Context: an optimization exercise on an open-source flow, tuned for small area, a short achievable clock period and few clock cycles per item. The choices shown serve that exercise and are no tape-out recipe.
No functional check of the RTL was part of any run shown here.
Power figures rest on the tool's default switching activity, not on a simulated workload.

## flow/design.v (module list and top-level ports; edited modules follow where they fit)
// module mul_unit: 1162 lines
module mul_unit (
    input  wire        clk,
    input  wire        rst,         
    input  wire        in_valid,
    output wire        in_ready,
    input  wire [31:0] a,
    input  wire [31:0] b,
    input  wire [31:0] c,
    input  wire [5:0]  shift,
    input  wire        signed_op,
    input  wire        trunc,
    output reg         out_valid,
    output reg  [63:0] r,
    output reg         ovf32
);
  // ...
==> flow/run.sh <==
#!/bin/bash
# synth_recipe.tcl (not shown) runs the flow's synth.tcl, then flattens the netlist and writes it again
# the make line also repeats each setting of config.mk as NAME=value (left out here)
make -C /OpenROAD-flow-scripts/flow DESIGN_CONFIG=/design/flow/config.mk WORK_HOME=/design/flow/orfs CLKGATE_MAP_FILE= SYNTH_SCRIPT=/design/flow/synth_recipe.tcl finish
==> flow/config.mk <==
export PLATFORM = sky130hd
export DESIGN_NAME = mul_unit
export DESIGN_NICKNAME = mul_unit
export VERILOG_FILES = /design/flow/design.v
export SDC_FILE = /design/flow/constraint.sdc
export NUM_CORES = 4
export LEC_CHECK = 0
export CAP_MARGIN = 20
export CORE_MARGIN = 2
export CORE_UTILIZATION = 40
export SLEW_MARGIN = 20
==> flow/constraint.sdc <==
create_clock -name core_clock -period 19.0 [get_ports {clk}]
set_input_delay 3.8000 -clock core_clock [delete_from_list [all_inputs] [get_ports {clk}]]
set_output_delay 3.8000 -clock core_clock [all_outputs]
set_load 0.01 [all_outputs]
==> impl_metrics.env, run 1 <==
export IMPL_status="timing/DRC/antenna clean"
export IMPL_placed_cells=6971
export IMPL_crit_chain="buf_4 > mux4_2 > ha_1 > nand4_1 > a2111oi_0 > a211oi_1 > a211oi_1 > o21ai_0 > and4_1 > nor4_1 > nand4_1 > nor4_1 > and4_1 > nor2_1"
export IMPL_cp_max_fo=52
export IMPL_rows=128
export IMPL_synth_top_area_share_pct=18.8
export IMPL_grt_setup_unrepaired="no"
export IMPL_synthSimpleGateAreaFrac_pct=11.4
export IMPL_preCtsSetupSlack_ns=12.95
export IMPL_ys_async_sr_fraction_pct=0
export IMPL_p_leak_nw=22.0
export IMPL_multi_input_gates=4106
export IMPL_root_buffer="clkbuf_16"
export IMPL_cp_data_arrival_time_ns=6.60
export IMPL_seq_cell_count=459
export IMPL_sw_frac_of_total_pct=52.8
export IMPL_critPathTopFamily="compound AO/OA/AOI/OAI gates"
export IMPL_yosysTopAreaCell="fa_1"
export IMPL_tritoncts="yes"
export IMPL_wl_met3_um=15900
export IMPL_p_clk_share_pct=9.8
export IMPL_portBuffers=172
export IMPL_power_top_consumer="combinational logic"
export IMPL_grt_pass1_vias=43798
export IMPL_place_area_um2=51800
export IMPL_final_cell_mix="inv_1 (474), fa_1 (464), nand2_1 (422), dfxtp_1 (406), nor2_1 (374)"
export IMPL_via_count=45093
export IMPL_buffers=297
export IMPL_r2r_setup_slack_ns=12.95
export IMPL_antenna_found_initial=4
export IMPL_setup_viol=0
export IMPL_die_h_um=355
export IMPL_fmax_ghz=0.165
export IMPL_clkLatencyLatePin_ns=0.69
export IMPL_power_density_nw_per_um2=202
export IMPL_r2r_start="sh2[0]$_DFF_P_"
export IMPL_syn_inst=5663
==> inputs of run 2 (changes only) <==
==> flow/flow/run.sh (new file) <==
#!/bin/bash
# Standard synthesis, then the standard layout with the timing repair
# aiming for a setup margin below the clock period (the clock and the
# constraints stay the design's).
set -euo pipefail
MARGIN=$(cat flow/margin.txt)
bash standard.sh synth > synth.log 2>&1
bash standard.sh SETUP_SLACK_MARGIN=$MARGIN finish > layout.log 2>&1
==> flow/flow/margin.txt (new file) <==
13.5
==> flow/standard.sh (new file) <==
#!/bin/bash
# synth_recipe.tcl (not shown) runs the flow's synth.tcl, then flattens the netlist and writes it again
# the make line also repeats each setting of config.mk as NAME=value (left out here)
make -C /OpenROAD-flow-scripts/flow DESIGN_CONFIG=/design/flow/config.mk WORK_HOME=/design/flow/orfs CLKGATE_MAP_FILE= SYNTH_SCRIPT=/design/flow/synth_recipe.tcl "${@:-finish}"
removed: flow/run.sh
==> impl_metrics.env, run 2 <==
export IMPL_drv_cap=0
export IMPL_numClockSinks=459
export IMPL_hold_viol=0
export IMPL_path_class="reg -> out"
export IMPL_syn_num_nets=6438
export IMPL_core_um2=122000
export IMPL_ys_flop_type="dfxtp_1"
export IMPL_yosys_top_cells_area="fa_1 (19%), dfxtp_1 (19%), ha_1 (5.2%)"
export IMPL_clk_pin_slew_ns=0.06
export IMPL_min_from="c1[2]$_DFF_P_"
export IMPL_ioPinCount=174
export IMPL_synth_enable_flop_cells=0
export IMPL_fp_dieW_um=355
export IMPL_crit_slowest_cell="clkdlybuf4s50_1"
export IMPL_ys_seq_area_share_pct=18.6
export IMPL_status="timing/DRC/antenna clean"
export IMPL_fin_worst_skew_ns=0.0276
export IMPL_largestRegisters="q2: 64 flops, r: 64 flops, s1: 64 flops"
export IMPL_drc=0
export IMPL_r2r_setup_slack_ns=13.67
export IMPL_routed_via_density=6.37
export IMPL_syn_avg_cell_area_um2=8.72
export IMPL_synth_most_common_cell="clkbuf_1"
export IMPL_ys_ff_latch=459
export IMPL_grt_max_degree=70
export IMPL_cp_data_arrival_time_ns=1.54
export IMPL_fmax_ghz=0.187
export IMPL_yosysTopAreaCell="fa_1"
export IMPL_postRouteAntennaNets=0
export IMPL_final_common_cell="inv_1"
export IMPL_hold_class="reg -> reg"
export IMPL_syn_inst=5663
export IMPL_worst_path_buf_inv=1
export IMPL_drive_gt1_share_pct=9.96
export IMPL_grt_setup_unrepaired="no"
export IMPL_start_util_pct=40.4
export IMPL_worstHoldPathCells=0
export IMPL_crit_chain="clkdlybuf4s50_1"
export IMPL_yosys_cell_types_count=89
export IMPL_ff2ff_path_depth=11
export IMPL_nets=6177
export IMPL_cp_max_fo=1
export IMPL_syn_cell_area_um2=49400
export IMPL_tightestPinTransition_ns=1.17
export IMPL_clkLatencyLatePin_ns=0.69
export IMPL_first_pass_iters=9
export IMPL_vdd_drop_max_mv=0.130
export IMPL_root_buffer="clkbuf_16"
export IMPL_cts_inserted_buffers=53
export IMPL_wl_um=176000
export IMPL_die_area_um2=126000
export IMPL_synth_commonest_cells="clkbuf_1 (540), inv_1 (477), fa_1 (464)"
export IMPL_grt_pass1_vias=43796
export IMPL_grt_overflow_total=0
export IMPL_r2r_start="two[8]$_DFF_P_"
export IMPL_fin_crit_ns=5.34
export IMPL_crit_path_end_kind="primary output"
export IMPL_max_stage_delay_ns=0.55
export IMPL_globalplace_congestion=0.975
export IMPL_die_h_um=355
export IMPL_cts_htree_levels=2
export IMPL_start_kind="flop"
export IMPL_setup_viol=0
export IMPL_cp_required_ns=15.20
export IMPL_drt_iter0_drc=4970
export IMPL_slew_headroom_pct=21.1
export IMPL_power_density_nw_per_um2=202
export IMPL_hold_ws_ns=0.325
export IMPL_p_leak_nw=22.0
export IMPL_antenna_found_initial=4
export IMPL_fin_crit_sh_pct=28.1
export IMPL_hold_end="c2[2]$_DFF_P_"
export IMPL_final_cell_mix="inv_1 (474), fa_1 (464), nand2_1 (422), dfxtp_1 (406), nor2_1 (374)"
export IMPL_via_count=45074
export IMPL_yosys_warnings=1
export IMPL_grt_usage_pct=27.2
export IMPL_tritoncts="yes"
export IMPL_rr_endpoint="k1[39]$_DFF_P_"
export IMPL_synth_top_area_share_pct=18.8
export IMPL_dpl_hpwl_um=128000
export IMPL_portBuffers=172
export IMPL_clockBufferDepth=3
export IMPL_rows=128
export IMPL_fin_tns_setup_ns=0
export IMPL_n_fill_cell=12036
export IMPL_critPathTopFamily="buffers and inverters"
export IMPL_routedWlPerCell_um=24.9
export IMPL_drv_slew=0
export IMPL_grt_pass1_wl_um=270000
export IMPL_area_delta_synth_final_pct=8.67
export IMPL_ys_async_sr_fraction_pct=0
## run 2: repair_timing
action / in CTS / in global routing
setup endpoints to repair: 1 / 38
hold buffers: 0 / 0
setup buffers: 0 / 0
cloned: 0 / 1
gates resized for setup: 4 / 6
## run 2: per-layer routing
metal	vias to the layer above	part of all wire (%)	global-route usage, %	wire, um
li1	20060	-	-	-
met1	22104	41	36.4	72900
met2	2459	45	43.4	78800
met3	449	9.3	4.99	16300
met4	2	4.5	11.0	7960
met5	-	0.0063	0	11
## run 2: power by group
| group | internal (mW) | switching (mW) | total (mW) |
|---|---|---|---|
| logic | 3.13 | 5.13 | 8.26 |
| clock network | 0.602 | 0.458 | 1.06 |
| registers | 1.39 | 0.148 | 1.54 |
| total | 5.13 | 5.73 | 10.9 |
## run 2: logic make-up after synthesis
| kind of cell | synth area share (%) |
|---|---|
| AO/OA/AOI/OAI | 27.1 |
| adder cells (fa/ha/maj) | 24.0 |
| AND/OR/NAND/NOR | 11.4 |
| XOR/XNOR | 5.62 |
| buffers and inverters | 8.42 |
| flip-flops | 18.6 |
| multiplexers | 4.79 |
| other | 0.00759 |
## run 2: how the worst max path moves through the flow
stage | startpoint | to | depth (start not counted)
6_report | r[28]$_DFF_P_ | r[28] | 1
5_1_grt | sh2[0]$_DFF_P_ | ovf32$_DFF_P_ | 14
4_1_cts | sh2[0]$_DFF_P_ | ovf32$_DFF_P_ | 14
3_5_place_dp | sh2[0]$_DFF_P_ | ovf32$_DFF_P_ | 14
3_3_place_gp | sh2[0]$_DFF_P_ | ovf32$_DFF_P_ | 14
2_1_floorplan | neg[1]$_DFF_P_ | k1[30]$_DFF_P_ | 13
## run 2: per-stage QoR
stage	util (%)	std cells	power (mW)	instance area, um^2	setup slack, ns
after floorplan	-	5663	6.77	49400	14.14
after global placement	42.4	6971	9.55	51800	12.97
after detailed placement	42.4	6971	9.62	51800	12.95
after CTS	43.9	7067	10.7	53600	13.59
after global routing	43.9	7068	11.8	53700	13.48
final	43.9	7071	10.9	53700	13.66
## run 2: layout make-up
cell class / instances / area (um^2) / area share, %
Tap cell: 1625 / 2030 / 3.79
Multi-Input combinational cell: 4106 / 36100 / 67.2
Timing Repair inverter: 1 / 5.00 / 0.00933
Timing Repair Buffer: 297 / 2680 / 4.99
Sequential cell: 459 / 9260 / 17.3
Clock buffer: 66 / 1450 / 2.69
Antenna cell: 3 / 7.51 / 0.0140
Clock inverter: 30 / 358 / 0.667
Inverter: 484 / 1820 / 3.40

what the ideal ports hide:
In the flow no input, the clock included, has a driving cell. The finished layouts below were timed again as built, in two steps.
Step 1 (the two cells are an assumption about what drives the block):
set clk [get_ports {clk}]
set_driving_cell -lib_cell sky130_fd_sc_hd__clkbuf_16 $clk
set_driving_cell -lib_cell sky130_fd_sc_hd__buf_2 [delete_from_list [all_inputs] $clk]
Step 2 adds t to the input delays and takes it off the output delays; t is the mean of the earliest and latest rising clock arrival at the registers after step 1. Input paths then give back, and output paths get back, about the clock's delay inside the block.
Slacks: ideal ports / drivers / drivers and shift; pairs: ideal ports / drivers.
run	t (ns)	setup WS [ns]	hold WS [ns]	clock arrival spread, ns	worst register clock-pin slew, ns
run 1	0.745	12.953 / 12.953 / 12.953	0.322 / 0.322 / 0.322	0.028 / 0.028	0.08 / 0.08
run 2	0.744	13.660 / 13.588 / 13.675	0.325 / 0.325 / 0.325	0.027 / 0.027	0.08 / 0.08
After both steps setup and hold are still met in every run listed.
